Source: an optimization exercise on an open RTL-to-GDS flow (aim: a short achievable clock period and few clock cycles). Production flows keep margins and buffers that such runs may drop. Only simulation tests tie the RTL to the original design; equivalence was not proved. The clock port is modelled as an ideal driver; clocking choices that lean on that would not hold on a real chip.

==> branch harbor <==
==> flow/design.v (excerpt) <==
module pxd_engine (
    input  wire        clk,
    input  wire        rst,
    input  wire        start,
    input  wire [71:0] cft,         
    input  wire [15:0] plen,        
    output wire        idle,
    output reg         done,
    output reg  [1:0]  err,         
    output reg  [16:0] out_len,
    input  wire        in_valid,
    input  wire [7:0]  in_data,
    output reg         in_ready,
    output reg         mem_we,
    output reg  [15:0] mem_waddr,
    output reg  [7:0]  mem_wdata,
    output reg         mem_re,
    output wire [15:0] mem_raddr,
    input  wire [7:0]  mem_rdata
);
clock: 7.0 ns
lec_check: 0
abc_clock_period_in_ps: 2000
cap_margin: 20
core_margin: 2
core_utilization: 55
setup_slack_margin: 5
slew_margin: 20
run.sh (not shown) runs the stock make flow with config.mk's settings and CLKGATE_MAP_FILE= SYNTH_SCRIPT=/design/flow/synth_recipe.tcl, a recipe that flattens the netlist after the stock synthesis.
==> inputs of branch sierra, as changes to branch harbor <==
--- a/flow/design.v
+++ b/flow/design.v
@@ -30,23 +30,25 @@
     localparam P_OP  = 2'd1;
     localparam P_SQ2 = 2'd2;
     localparam QD = 12;         
     reg        idle_r;          
     reg        run;             
     reg        nrdy;            
     assign idle = idle_r;
+    reg [71:0] cft_r;
     reg [15:0] coh [0:8];       
     reg [8:0]  lut [0:15];      
     integer v, i;
     reg       f_hit;
     reg [3:0] f_idx;
     always @(posedge clk) begin
         if (!run)
-            for (i = 0; i < 9; i = i + 1)
-                coh[i] <= (cft[8*i+4 +: 4] == 4'd0) ? (16'd1 << cft[8*i +: 4]) : 16'd0;
+            cft_r <= cft;
+        for (i = 0; i < 9; i = i + 1)
+            coh[i] <= (cft_r[8*i+4 +: 4] == 4'd0) ? (16'd1 << cft_r[8*i +: 4]) : 16'd0;
         for (v = 0; v < 16; v = v + 1) begin
             f_hit = 1'b0;
             f_idx = 4'd0;
             for (i = 8; i >= 0; i = i - 1)
                 if (coh[i][v]) begin
                     f_hit = 1'b1;
                     f_idx = i[3:0];
@@ -61,26 +63,29 @@
             lut[v][1] <= f_hit && (f_idx == 4'd1 || f_idx >= 4'd6);
             lut[v][0] <= f_hit && (f_idx >= 4'd2 && f_idx <= 4'd5);
         end
     end
     reg [1:0]  pst;
     reg [7:0]  cmd;             
     reg [2:0]  opn;             
-    reg [3:0]  sq_hi;
+    reg [4:0]  sq_h3;           
+    reg [4:0]  c_h3;            
     reg [3:0]  sq_lo;
     reg [16:0] olen;            
     reg        fe_end;          
     reg        fe_err;          
     reg [1:0]  fe_code;
     reg        c_v;
     reg [7:0]  c_q;
     reg [15:0] rem;             
     reg        rem_z;           
     reg        rem_1;           
     wire       take = in_valid & ~nrdy;
+    wire [11:0] rhi_m1 = rem[15:4] - 12'd1;
+    wire [15:0] rem_m1 = {(rem[3:0] == 4'd0) ? rhi_m1 : rem[15:4], rem[3:0] - 4'd1};
     reg        b_v;
     reg        b_last;
     reg [7:0]  b_q;
     reg [15:0] b_oh;            
     reg [8:0] lrow;
     integer   u;
     always @(*) begin
@@ -91,20 +96,21 @@
     wire [3:0] bl   = b_q[3:0];
     wire [3:0] blp  = bl + 4'd1;
     wire [3:0] blm  = bl - 4'd1;
     wire [3:0] n1   = lrow[7] ? blp : lrow[6] ? blm : bl;
     wire [3:0] n2   = lrow[5] ? blp : lrow[4] ? blm : bl;
     wire [3:0] n3   = lrow[3] ? blp : lrow[2] ? blm : bl;
     wire       pbad = (lrow[1] && bl == 4'd15) || (lrow[0] && bl == 4'd0);
-    wire [3:0]  hi_s   = c_v ? c_q[7:4] : sq_hi;
     wire [3:0]  lo_s   = c_v ? c_q[3:0] : sq_lo;
     wire [11:0] sx     = {lo_s, b_q};                   
     wire [12:0] s12    = {1'b0, olen[11:0]} + {1'b0, sx};
     wire [3:0]  ohm1   = olen[15:12] - 4'd1;
-    wire [4:0]  slen_s = {1'b0, hi_s} + 5'd3;
+    wire [4:0]  slen_s = c_v ? c_h3 : sq_h3;
+    wire [11:0] ohi_p1 = olen[16:5] + 12'd1;
+    wire [5:0]  slo    = {1'b0, olen[4:0]} + {1'b0, slen_s};
     reg        c_last;
     reg        c_under;         
     reg [15:0] c_src;           
     reg [1:0]  c_sk;            
     reg [4:0]  c_slen;          
     reg [16:0] c_solen;         
     reg        c_hit;
@@ -179,14 +185,17 @@
                 end
             end
         endcase
         if (n_opdone && opn == 3'd7)
             n_pst = P_CMD;
     end
     wire push_n = go && n_push;
+    wire cmd_ld = run && go && (pst == P_CMD);         
+    wire cmd_sh = run && go && n_opdone;               
+    wire [5:0] alo = {1'b0, olen[4:0]} + {4'd0, n_add};
     reg        s_v;
     reg [1:0]  s_kind;
     reg [4:0]  s_len;
     reg [15:0] s_data;
     reg [QD-1:0] qv;            
     reg [1:0]    qk [0:QD-1];
     reg [4:0]    ql [0:QD-1];
@@ -214,15 +223,15 @@
     integer k;
     always @(posedge clk) begin
         if (!run) begin
             rem   <= plen;
             rem_z <= (plen == 16'd0);
             rem_1 <= (plen == 16'd1);
         end else if (take) begin
-            rem   <= rem - 16'd1;
+            rem   <= rem_m1;
             rem_z <= rem_1;
             rem_1 <= (rem == 16'd2);
         end
         b_q    <= in_data;
         b_oh   <= 16'd1 << in_data[7:4];
         b_last <= rem_1;
         c_q    <= b_q;
@@ -230,40 +239,41 @@
         c_hit  <= lrow[8];
         c_bad  <= pbad;
         c_pat  <= {bl, n1, n2, n3};
         c_under <= !s12[12] && (olen[16:12] == 5'd0);
         c_src   <= {s12[12] ? olen[15:12] : ohm1, s12[11:0]};
         c_sk    <= (sx == 12'hFFF) ? K_H0 : (sx == 12'hFFE) ? K_H1 : K_MEM;
         c_slen  <= slen_s;
-        c_solen <= olen + {12'd0, slen_s};
+        c_solen <= {slo[5] ? ohi_p1 : olen[16:5], slo[4:0]};
+        c_h3    <= {1'b0, b_q[7:4]} + 5'd3;
         if (!run) begin
             pst    <= P_CMD;
             opn    <= 3'd0;
             olen   <= 17'd0;
             fe_code <= E_OK;
         end else if (go) begin
             pst <= n_pst;
             if (pst == P_CMD) begin
-                cmd <= c_q;
                 opn <= 3'd0;
             end else if (pst == P_OP) begin
-                sq_hi <= c_q[7:4];
+                sq_h3 <= c_h3;
                 sq_lo <= c_q[3:0];
             end
             if (n_opdone) begin
-                cmd <= {cmd[6:0], 1'b0};
                 opn <= opn + 3'd1;
             end
             if (pst == P_SQ2)
                 olen <= c_solen;
             else
-                olen <= olen + {15'd0, n_add};
+                olen <= {alo[5] ? ohi_p1 : olen[16:5], alo[4:0]};
             if (n_err)
                 fe_code <= n_code;
         end
+        cmd <= ({8{cmd_ld}} & c_q) | ({8{cmd_sh}} & {cmd[6:0], 1'b0}) |
+               ({8{!cmd_ld && !cmd_sh}} & cmd);
         s_kind <= n_kind;
         s_len  <= n_len;
         s_data <= n_data;
         qd[0] <= qd0_nx;
         raddr <= rst ? 16'd0 : qd0_nx;
         for (k = 0; k < QD; k = k + 1) begin
             if (pop) begin
==> flow/flow/run.sh (new file) <==
#!/bin/bash
set -e
export POST_CTS_TCL="$(pwd)/flow/rmroot.tcl"
bash standard.sh > standard.log 2>&1
==> flow/flow/rmroot.tcl (new file) <==
set rr_block [ord::get_db_block]
set rr_clknet [[$rr_block findBTerm clk] getNet]
set rr_its [$rr_clknet getITerms]
puts "rmroot: clock net [$rr_clknet getName] feeds [llength $rr_its] cell pins"
if {[llength $rr_its] == 1} {
  set rr_root [[lindex $rr_its 0] getInst]
  set rr_master [[$rr_root getMaster] getName]
  set rr_onet [[$rr_root findITerm X] getNet]
  set rr_loads {}
  foreach rr_it [$rr_onet getITerms] {
    if {[$rr_it getInst] != $rr_root} { lappend rr_loads $rr_it }
  }
  puts "rmroot: root [$rr_root getName] ($rr_master) drives [llength $rr_loads] pins"
  if {[string match "sky130_fd_sc_hd__clkbuf_*" $rr_master] && [llength $rr_loads] <= 4 && [llength [$rr_onet getBTerms]] == 0} {
    foreach rr_it $rr_loads {
      $rr_it disconnect
      $rr_it connect $rr_clknet
    }
    [$rr_root findITerm A] disconnect
    odb::dbInst_destroy $rr_root
    odb::dbNet_destroy $rr_onet
    puts "rmroot: root buffer removed; the clock port now feeds [llength [$rr_clknet getITerms]] pins"
  } else {
    puts "rmroot: root buffer kept"
  }
}
estimate_parasitics -placement
report_clock_latency
==> flow/standard.sh (new file) <==
#!/bin/bash
# synth_recipe.tcl (not shown) runs the flow's synth.tcl, then flattens the netlist and writes it again
# the make line also repeats each setting of config.mk as NAME=value (left out here)
make -C /OpenROAD-flow-scripts/flow DESIGN_CONFIG=/design/flow/config.mk WORK_HOME=/design/flow/orfs CLKGATE_MAP_FILE= SYNTH_SCRIPT=/design/flow/synth_recipe.tcl "${@:-finish}"
- CTS_CLUSTER_DIAMETER: not set -> 100
- CTS_CLUSTER_SIZE: not set -> 30
removed: flow/run.sh
==> inputs of branch maple, as changes to branch harbor <==
==> flow/design.v (replaced) <==
module pxd_engine (
    input  wire        clk,
    input  wire        rst,
    input  wire        start,
    input  wire [71:0] cft,         
    input  wire [15:0] plen,        
    output wire        idle,
    output reg         done,
    output reg  [1:0]  err,         
    output reg  [16:0] out_len,
    input  wire        in_valid,
    input  wire [7:0]  in_data,
    output reg         in_ready,
    output reg         mem_we,
    output reg  [15:0] mem_waddr,
    output reg  [7:0]  mem_wdata,
    output reg         mem_re,
    output wire [15:0] mem_raddr,
    input  wire [7:0]  mem_rdata
);
    localparam E_OK    = 2'd0;
    localparam E_UNDER = 2'd1;
    localparam E_TRUNC = 2'd2;
    localparam E_RANGE = 2'd3;
    localparam K_LIT = 2'd0;    
    localparam K_MEM = 2'd1;    
    localparam K_H0  = 2'd2;    
    localparam K_H1  = 2'd3;    
    localparam P_CMD = 2'd0;
    localparam P_OP  = 2'd1;
    localparam P_SQ2 = 2'd2;
    localparam QD = 16;         
    reg        idle_r;
    assign idle = idle_r;
    reg [8:0]  cmatch [0:15];   
    reg [8:0]  lut    [0:15];   
    integer v, i;
    reg       f_hit;
    reg [3:0] f_idx;
    always @(posedge clk) begin
        if (idle_r)
            for (v = 0; v < 16; v = v + 1)
                for (i = 0; i < 9; i = i + 1)
                    cmatch[v][i] <= (cft[8*i +: 8] == v[7:0]);
        for (v = 0; v < 16; v = v + 1) begin
            f_hit = 1'b0;
            f_idx = 4'd0;
            for (i = 8; i >= 0; i = i - 1)
                if (cmatch[v][i]) begin
                    f_hit = 1'b1;
                    f_idx = i[3:0];
                end
            lut[v][8] <= f_hit;
            lut[v][7] <= f_hit && (f_idx == 4'd1 || f_idx == 4'd6);
            lut[v][6] <= f_hit && (f_idx == 4'd2 || f_idx == 4'd5);
            lut[v][5] <= f_hit && (f_idx == 4'd1 || f_idx == 4'd7);
            lut[v][4] <= f_hit && (f_idx == 4'd3 || f_idx == 4'd5);
            lut[v][3] <= f_hit && (f_idx == 4'd1 || f_idx == 4'd8);
            lut[v][2] <= f_hit && (f_idx == 4'd4 || f_idx == 4'd5);
            lut[v][1] <= f_hit && (f_idx == 4'd1 || f_idx >= 4'd6);
            lut[v][0] <= f_hit && (f_idx >= 4'd2 && f_idx <= 4'd5);
        end
    end
    reg [1:0]  pst;
    reg [7:0]  cmd;             
    reg [2:0]  opn;             
    reg [3:0]  sq_hi;
    reg [3:0]  sq_lo;
    reg [16:0] olen;            
    reg        fe_end;          
    reg        fe_err;          
    reg [1:0]  fe_code;
    reg        c_v;
    reg [7:0]  c_q;
    reg [15:0] rem;             
    reg        rem_z;           
    reg        rem_1;           
    wire       take = in_valid & in_ready;
    reg        b_v;
    reg        b_last;
    reg [7:0]  b_q;
    wire [8:0] lrow = lut[b_q[7:4]];
    wire [3:0] bl   = b_q[3:0];
    wire [3:0] blp  = bl + 4'd1;
    wire [3:0] blm  = bl - 4'd1;
    wire [3:0] n1   = lrow[7] ? blp : lrow[6] ? blm : bl;
    wire [3:0] n2   = lrow[5] ? blp : lrow[4] ? blm : bl;
    wire [3:0] n3   = lrow[3] ? blp : lrow[2] ? blm : bl;
    wire       pbad = (lrow[1] && bl == 4'd15) || (lrow[0] && bl == 4'd0);
    wire [3:0]  hi_s   = c_v ? c_q[7:4] : sq_hi;
    wire [3:0]  lo_s   = c_v ? c_q[3:0] : sq_lo;
    wire [11:0] sx     = {lo_s, b_q};                   
    wire [12:0] s12    = {1'b0, olen[11:0]} + {1'b0, sx};
    wire [3:0]  ohm1   = olen[15:12] - 4'd1;
    reg        c_last;
    reg        c_under;         
    reg [15:0] c_src;           
    reg [1:0]  c_sk;            
    reg [4:0]  c_slen;          
    reg        c_hit;
    reg        c_bad;
    reg [15:0] c_pat;
    wire        go     = c_v && !fe_err && !fe_end;
    reg         n_push;
    reg  [1:0]  n_kind;
    reg  [4:0]  n_len;
    reg  [15:0] n_data;
    reg  [4:0]  n_add;          
    reg         n_err;
    reg  [1:0]  n_code;
    reg         n_end;
    reg         n_opdone;
    reg  [1:0]  n_pst;
    always @(*) begin
        n_push   = 1'b0;
        n_kind   = K_LIT;
        n_len    = 5'd1;
        n_data   = {c_q, c_q};
        n_add    = 5'd0;
        n_err    = 1'b0;
        n_code   = E_OK;
        n_end    = 1'b0;
        n_opdone = 1'b0;
        n_pst    = pst;
        case (pst)
            P_CMD: begin
                n_pst = P_OP;
                n_end = c_last;
            end
            P_OP: begin
                if (cmd[7]) begin
                    n_push   = 1'b1;
                    n_add    = 5'd1;
                    n_opdone = 1'b1;
                    n_end    = c_last;
                end else if (c_hit) begin
                    n_len    = 5'd2;
                    n_data   = c_pat;
                    n_add    = 5'd2;
                    if (c_bad) begin
                        n_err  = 1'b1;
                        n_code = E_RANGE;
                    end else begin
                        n_push   = 1'b1;
                        n_opdone = 1'b1;
                        n_end    = c_last;
                    end
                end else begin
                    if (c_last) begin
                        n_err  = 1'b1;
                        n_code = E_TRUNC;
                    end else begin
                        n_pst = P_SQ2;
                    end
                end
            end
            default: begin
                n_len  = c_slen;
                n_data = c_src;
                n_kind = c_sk;
                n_add  = c_slen;
                if (c_under) begin
                    n_err  = 1'b1;
                    n_code = E_UNDER;
                end else begin
                    n_push   = 1'b1;
                    n_opdone = 1'b1;
                    n_end    = c_last;
                    n_pst    = P_OP;
                end
            end
        endcase
        if (n_opdone && opn == 3'd7)
            n_pst = P_CMD;
    end
    wire push = go && n_push;
    reg [QD-1:0] qv;            
    reg [1:0]    qk [0:QD-1];
    reg [4:0]    ql [0:QD-1];
    reg [15:0]   qd [0:QD-1];
    reg          q0_last;       
    wire pop = qv[0] && q0_last;
    wire [1:0] qk0_nx = (pop ? qv[1] : qv[0]) ? (pop ? qk[1] : qk[0]) : n_kind;
    assign mem_raddr = qd[0];
    reg        w_v;
    reg [1:0]  w_k;
    reg [7:0]  w_lit;
    reg [7:0]  h0, h1;
    reg [15:0] wptr;
    wire [7:0] wbyte = (w_k == K_MEM) ? mem_rdata :
                       (w_k == K_H0)  ? h0 :
                       (w_k == K_H1)  ? h1 : w_lit;
    wire done_n = fe_err || (fe_end && !qv[0]);
    integer k;
    always @(posedge clk) begin
        if (idle_r) begin
            rem   <= plen;
            rem_z <= (plen == 16'd0);
            rem_1 <= (plen == 16'd1);
        end else if (take) begin
            rem   <= rem - 16'd1;
            rem_z <= rem_1;
            rem_1 <= (rem == 16'd2);
        end
        b_q    <= in_data;
        b_last <= rem_1;
        c_q    <= b_q;
        c_last <= b_last;
        c_hit  <= lrow[8];
        c_bad  <= pbad;
        c_pat  <= {bl, n1, n2, n3};
        c_under <= !s12[12] && (olen[16:12] == 5'd0);
        c_src   <= {s12[12] ? olen[15:12] : ohm1, s12[11:0]};
        c_sk    <= (sx == 12'hFFF) ? K_H0 : (sx == 12'hFFE) ? K_H1 : K_MEM;
        c_slen  <= {1'b0, hi_s} + 5'd3;
        if (idle_r) begin
            pst    <= P_CMD;
            opn    <= 3'd0;
            olen   <= 17'd0;
            fe_code <= E_OK;
        end else if (go) begin
            pst <= n_pst;
            if (pst == P_CMD) begin
                cmd <= c_q;
                opn <= 3'd0;
            end else if (pst == P_OP) begin
                sq_hi <= c_q[7:4];
                sq_lo <= c_q[3:0];
            end
            if (n_opdone) begin
                cmd <= {cmd[6:0], 1'b0};
                opn <= opn + 3'd1;
            end
            olen <= olen + {12'd0, n_add};
            if (n_err)
                fe_code <= n_code;
        end
        for (k = 0; k < QD; k = k + 1) begin
            if (pop) begin
                if (k + 1 < QD && qv[k + 1]) begin
                    qk[k] <= qk[k + 1];
                    ql[k] <= ql[k + 1];
                    qd[k] <= qd[k + 1];
                end else begin
                    qk[k] <= n_kind;
                    ql[k] <= n_len;
                    qd[k] <= n_data;
                end
            end else if (!qv[k]) begin
                qk[k] <= n_kind;
                ql[k] <= n_len;
                qd[k] <= n_data;
            end else if (k == 0) begin
                ql[0] <= ql[0] - 5'd1;
                if (qk[0] == K_MEM)
                    qd[0] <= qd[0] + 16'd1;
                else
                    qd[0] <= {qd[0][7:0], 8'd0};
            end
        end
        if (pop)
            q0_last <= qv[1] ? (ql[1] == 5'd1) : (n_len == 5'd1);
        else if (!qv[0])
            q0_last <= (n_len == 5'd1);
        else
            q0_last <= (ql[0] == 5'd2);
        w_k   <= qk[0];
        w_lit <= qd[0][15:8];
        if (w_v) begin
            h0 <= wbyte;
            h1 <= h0;
        end
        mem_wdata <= wbyte;
        mem_waddr <= wptr;
        if (idle_r)
            wptr <= 16'd0;
        else if (w_v)
            wptr <= wptr + 16'd1;
        out_len <= olen;
        err     <= fe_code;
        if (rst) begin
            idle_r   <= 1'b1;
            done     <= 1'b0;
            in_ready <= 1'b0;
            b_v      <= 1'b0;
            c_v      <= 1'b0;
            fe_end   <= 1'b0;
            fe_err   <= 1'b0;
            qv       <= {QD{1'b0}};
            w_v      <= 1'b0;
            mem_we   <= 1'b0;
            mem_re   <= 1'b0;
        end else if (idle_r) begin
            mem_re   <= 1'b0;
            done     <= 1'b0;
            b_v      <= 1'b0;
            c_v      <= 1'b0;
            fe_err   <= 1'b0;
            qv       <= {QD{1'b0}};
            w_v      <= 1'b0;
            mem_we   <= w_v;
            if (start) begin
                idle_r   <= 1'b0;
                in_ready <= (plen != 16'd0);
                fe_end   <= (plen == 16'd0);
            end else begin
                in_ready <= 1'b0;
                fe_end   <= 1'b0;
            end
        end else begin
            b_v    <= take;
            c_v    <= b_v;
            mem_we <= w_v;
            w_v    <= qv[0];
            mem_re <= (qk0_nx == K_MEM) &&
                      (pop ? (qv[1] || push) : (qv[0] || push));
            if (go && n_err)
                fe_err <= 1'b1;
            if (go && n_end && !n_err)
                fe_end <= 1'b1;
            if (pop && !push)
                qv <= {1'b0, qv[QD-1:1]};
            else if (push && !pop)
                qv <= {qv[QD-2:0], 1'b1};
            in_ready <= !(take ? rem_1 : rem_z) && !qv[QD-5] && !fe_err;
            if (done_n) begin
                done     <= 1'b1;
                idle_r   <= 1'b1;
                in_ready <= 1'b0;
                qv       <= {QD{1'b0}};
                w_v      <= 1'b0;
                mem_re   <= 1'b0;
            end
        end
    end
endmodule
- ABC_CLOCK_PERIOD_IN_PS: 2000 -> 2500
- CORE_UTILIZATION: 55 -> 40
- SETUP_SLACK_MARGIN: 5 -> 4.5
==> out/metrics.cfg <==
[min_path]
min_from=fe_code[1]

[grt]
grt_max_degree=162

[placed_design]
dp_hpwl_um=65230
pre_cts_ws_ns=3.460

[run_status]
status=finished clean

[setup_path]
r2r-start=b_q[4]

[power_and_ir_drop]
seq_power_share_pct=49.7
pg_clk_mw=4.90
power_frac_clock_pct=42.8

[yosys]
synth_top_area_share_pct=37.62
synth_nets=4041
syn_avg_cell_area_sq_um=9.383

[cells_and_area]
final_area_sq_um=43390

[cts]
cts_inserted_buffers=92

[floorplan]
dieArea_sq_um=93830

# the run above: branch maple

==> out/metrics.cfg <==
[placed_design]
place_inst=4131
dp_hpwl_um=63990

[floorplan]
die_y_um=250.2
dieArea_sq_um=62580

[sta]
fmax_mhz=441.9
hold_slack_ns=0.3444

[route]
dr_wl_met2_um=44370

[power_and_ir_drop]
pg_clk_mw=2.56
seq_power_share_pct=66.3
power.total_mw=8.705
power_frac_clock_pct=29.4

[run_status]
status=finished clean

[grt]
grt_max_degree=67
busiest_layer=met2

[min_path]
min_from=b_last

[cells_and_area]
final_area_sq_um=37880

[yosys]
syn_avg_cell_area_sq_um=10.02

# the run above: branch sierra

==> out/metrics.cfg <==
[run_status]
status=finished clean

[cells_and_area]
final_area_sq_um=40000

[placed_design]
dp_hpwl_um=65800

[yosys]
synth_nets=3414
synth_top_area_share_pct=40.70
syn_avg_cell_area_sq_um=10.01

[grt]
grt_max_degree=100

[sta]
finalClockSkew_ns=0.02271

[power_and_ir_drop]
power_frac_clock_pct=41.8

[cts]
cts_inserted_buffers=85

[floorplan]
dieArea_sq_um=61430

[setup_path]
r2r-start=c_v

# the run above: branch harbor

Testbench counts of branch harbor, summed over its fixed seeds: cycles 151,315.
Testbench counts of branch sierra, summed over its fixed seeds: cycles 151,315.
Testbench counts of branch maple, summed over its fixed seeds: cycles 151,187.

==> separate check: timing with driven ports <==
Ports are ideal in the flow. The routed layouts listed here were re-timed in OpenROAD.
Step 1 assumes that a clkbuf_16 drives the clock port and a buf_2 every other input.
Step 2, shift: input delay + t, output delay - t, t = (earliest + latest rising clock arrival at the registers) / 2. This alone moves slack from input paths to output paths.
Slacks: no drivers / after step 1 / after step 2; pairs: no drivers / after step 1.
run | t (ns) | setup WS [ns] | worst data-port slew with drivers (ns)
branch harbor | 0.689 | 4.531 / 4.466 / 4.245 | 0.07
branch sierra | 0.524 | 4.737 / 4.612 / 4.435 | 0.07
branch maple | 0.692 | 4.397 / 4.334 / 3.823 | 0.05
After both steps every run listed still meets setup and hold. The setup slack of branch maple, which loses most, moves by -0.063 ns with the drivers and by -0.574 ns with both steps.
